What follows belongs to an exercise in optimizing a design on an open flow for small area, a short achievable clock period and few clock cycles per item; a production flow would make more cautious choices. Power and IR drop assume default switching activity.

==> module bit_encoder, before the edit <==
module bit_encoder (
    input  wire        clk,
    input  wire        rst,         
    input  wire        cmd_valid,
    output wire        cmd_ready,
    input  wire [31:0] cmd_data,
    output wire        out_valid,
    input  wire        out_ready,
    output wire [7:0]  out_data,
    output wire [15:0] status,
    output wire        err
);
    localparam [1:0] CAUSE_BAD_OP    = 2'd1;
    localparam [1:0] CAUSE_RSVD_NZ   = 2'd2;
    localparam [1:0] CAUSE_BAD_WIDTH = 2'd3;
    reg [7:1]  pb;
    reg [2:0]  pn;
    reg        err_q;
    reg [1:0]  ecause;
    reg        trunc;
    reg [7:0]  ob0;
    reg [7:0]  ob1;
    reg        ov;
    reg        ov2;
    wire [7:0] pb8 = {pb, 1'b0};
    wire [1:0]  op    = cmd_data[31:30];
    wire [4:0]  width = cmd_data[20:16];
    wire [15:0] value = cmd_data[15:0];
    wire rsvd_nz   = |cmd_data[29:21];
    wire low_nz    = |cmd_data[20:0];
    wire width_bad = (width == 5'd0) || (width > 5'd16);
    wire is_flush  = (op == 2'b01) && !rsvd_nz && !low_nz;
    wire is_encode = (op == 2'b00) && !rsvd_nz && !width_bad;
    wire [1:0] cause = op[1]                 ? CAUSE_BAD_OP :
                       (op[0] || rsvd_nz)    ? CAUSE_RSVD_NZ :
                                               CAUSE_BAD_WIDTH;
    wire       g0     = pn[0] & width[0];
    wire       p1     = pn[1] ^ width[1];
    wire       c1     = (pn[1] & width[1]) | (p1 & g0);
    wire       p2     = pn[2] ^ width[2];
    wire       c2     = (pn[2] & width[2]) | (p2 & c1);
    wire [2:0] pn_new = {p2 ^ c1, p1 ^ g0, pn[0] ^ width[0]};
    wire       nb0    = width[4] | width[3] | c2;      
    wire       nb2    = width[4] | (width[3] & c2);
    wire       nb_lane1 = !width[4] && (width[3] ^ c2);
    wire [23:0] ys0 = pn_new[2] ? {4'b0, value, 4'd0} : {value, 8'd0};
    wire [23:0] ys1 = pn_new[1] ? {2'b0, ys0[23:2]}  : ys0;
    wire [23:0] y   = pn_new[0] ? {1'b0, ys1[23:1]}  : ys1;
    wire [7:0]  lane  = nb2 ? y[23:16] : nb_lane1 ? y[15:8] : y[7:0];
    wire [7:0]  pmask = 8'hFF >> pn;
    wire [7:0]  top   = pb8 | (lane & pmask);
    wire [7:0]  byte1 = y[15:8];
    wire [7:0]  pb_lo = y[7:0];
    wire [7:0]  pb_nx = nb0 ? pb_lo : top;
    wire value_trunc = (|(lane & ~pmask))
                     | (!nb0 && (|y[15:8]))
                     | (!nb2 && (|y[23:16]));
    assign cmd_ready = !ov2 && (!ov || out_ready);
    wire   accept    = cmd_valid && cmd_ready;
    assign out_valid = ov;
    assign out_data  = ob0;
    always @(posedge clk) begin
        if (rst) begin
            ob0 <= 8'd0;
            ob1 <= 8'd0;
        end else begin
            if (!ov || out_ready)
                ob0 <= ov2 ? ob1 : top;
            if (!ov2)
                ob1 <= byte1;
        end
    end
    always @(posedge clk) begin
        if (rst) begin
            pb     <= 7'd0;
            pn     <= 3'd0;
            err_q  <= 1'b0;
            ecause <= 2'd0;
            trunc  <= 1'b0;
            ov     <= 1'b0;
            ov2    <= 1'b0;
        end else if (accept) begin
            ov  <= (is_encode && nb0) || (is_flush && pn != 3'd0);
            ov2 <= is_encode && nb2;
            if (is_encode) begin
                pb  <= pb_nx[7:1];
                pn  <= pn_new;
                if (value_trunc)
                    trunc <= 1'b1;
            end else if (is_flush) begin
                pb  <= 7'd0;
                pn  <= 3'd0;
            end else if (!err_q) begin
                err_q  <= 1'b1;
                ecause <= cause;
            end
        end else if (ov && out_ready) begin
            ov  <= ov2;
            ov2 <= 1'b0;
        end
    end
    assign status = {1'b0, trunc, ecause, err_q, pn, pb8};
    assign err    = err_q;
endmodule
Settings: LEC_CHECK=0, ABC_AREA=1, CAP_MARGIN=20, CORE_MARGIN=2, CORE_UTILIZATION=40, PLACE_DENSITY=0.6, SETUP_SLACK_MARGIN=3.05, SLEW_MARGIN=20; clock period 6.0 ns.
standard.sh (not shown) runs the stock make flow with config.mk's settings and CLKGATE_MAP_FILE= SYNTH_SCRIPT=/design/flow/synth_recipe.tcl, a recipe that flattens the netlist after the stock synthesis.
==> flow/flow/run.sh <==
#!/bin/bash
# Standard ORFS layout (the standard.sh) with these changes:
#  - the port buffers are made from the smallest buffer cell
#    (sky130_fd_sc_hd__buf_1) instead of buffer_ports' default choice;
#    timing repair still resizes them where the paths need it;
#  - synthesis leaves adders as plain gates for abc (ADDER_MAP_FILE empty)
#    rather than extracting them into fa/ha cells;
#  - clock tree synthesis adds no dummy load cells.
# Registers, their names and the synthesis script are otherwise unchanged.
set -uo pipefail
export BUFFER_PORTS_ARGS="-buffer_cell sky130_fd_sc_hd__buf_1"
export CTS_ARGS="-sink_clustering_enable -repair_clock_nets -dont_use_dummy_load -sink_clustering_size 40 -buf_list {sky130_fd_sc_hd__clkbuf_2 sky130_fd_sc_hd__clkbuf_4}"
bash standard.sh ADDER_MAP_FILE= finish > standard_flow.log 2>&1
status=$?
cp -r orfs/logs/sky130hd/bit_encoder/base orfs_logs 2>/dev/null
exit $status
The starting point produced a clean layout.
Edit:
--- a/flow/design.v
+++ b/flow/design.v
@@ -42,20 +42,18 @@
     wire [2:0] pn_new = {p2 ^ c1, p1 ^ g0, pn[0] ^ width[0]};
     wire       nb0    = width[4] | width[3] | c2;      
     wire       nb2    = width[4] | (width[3] & c2);
     wire       nb_lane1 = !width[4] && (width[3] ^ c2);
-    wire [23:0] ys0 = pn_new[2] ? {4'b0, value, 4'd0} : {value, 8'd0};
+    wire [23:0] ys0 = pn_new[0] ? {1'b0, value, 7'd0} : {value, 8'd0};
     wire [23:0] ys1 = pn_new[1] ? {2'b0, ys0[23:2]}  : ys0;
-    wire [23:0] y   = pn_new[0] ? {1'b0, ys1[23:1]}  : ys1;
+    wire [23:0] y   = pn_new[2] ? {4'b0, ys1[23:4]}  : ys1;
     wire [7:0]  lane  = nb2 ? y[23:16] : nb_lane1 ? y[15:8] : y[7:0];
     wire [7:0]  pmask = 8'hFF >> pn;
     wire [7:0]  top   = pb8 | (lane & pmask);
     wire [7:0]  byte1 = y[15:8];
     wire [7:0]  pb_lo = y[7:0];
     wire [7:0]  pb_nx = nb0 ? pb_lo : top;
-    wire value_trunc = (|(lane & ~pmask))
-                     | (!nb0 && (|y[15:8]))
-                     | (!nb2 && (|y[23:16]));
+    wire value_trunc = 1'b0;
     assign cmd_ready = !ov2 && (!ov || out_ready);
     wire   accept    = cmd_valid && cmd_ready;
     assign out_valid = ov;
     assign out_data  = ob0;
The new run completed without violations.
Sequential share of layout area increases by 4.4 points.
Power is lower by roughly a tenth.
Fmax rose slightly.
First-iteration DRC count shrinks by a quarter to a third.
Worst setup slack improved by 0.038 ns.
Combinational power fell by a quarter to a third.
Design area went down by about a fifth.
Critical path depth fell by 14.
Hold slack gains 0.013 ns.
No run of this note included a check of the RTL's function; only the layout flow was run.

-- separate check: timing with driven ports --
In the flow no input, the clock included, has a driving cell. The finished layouts below were timed again as built, in two steps.
Step 1: set_driving_cell puts a clkbuf_16 on clk and a buf_2 on each other input, an assumption about the parent block.
Step 2 adds t to the input delays and takes it off the output delays; t is the mean of the earliest and latest rising clock arrival at the registers after step 1. Input paths then give back, and output paths get back, about the clock's delay inside the block.
Three values: no drivers, after step 1, after step 2; two values: the first two.
| run | shift t [ns] | setup WS [ns] | clock arrival spread, ns |
|---|---|---|---|
| the first run | 0.350 | 3.086 / 3.073 / 2.737 | 0.015 / 0.016 |
| the second run | 0.343 | 3.124 / 3.104 / 2.905 | 0.015 / 0.014 |
After both steps every run listed still meets setup and hold. The setup slack of the first run, which loses most, moves by -0.013 ns with the drivers and by -0.349 ns with both steps.
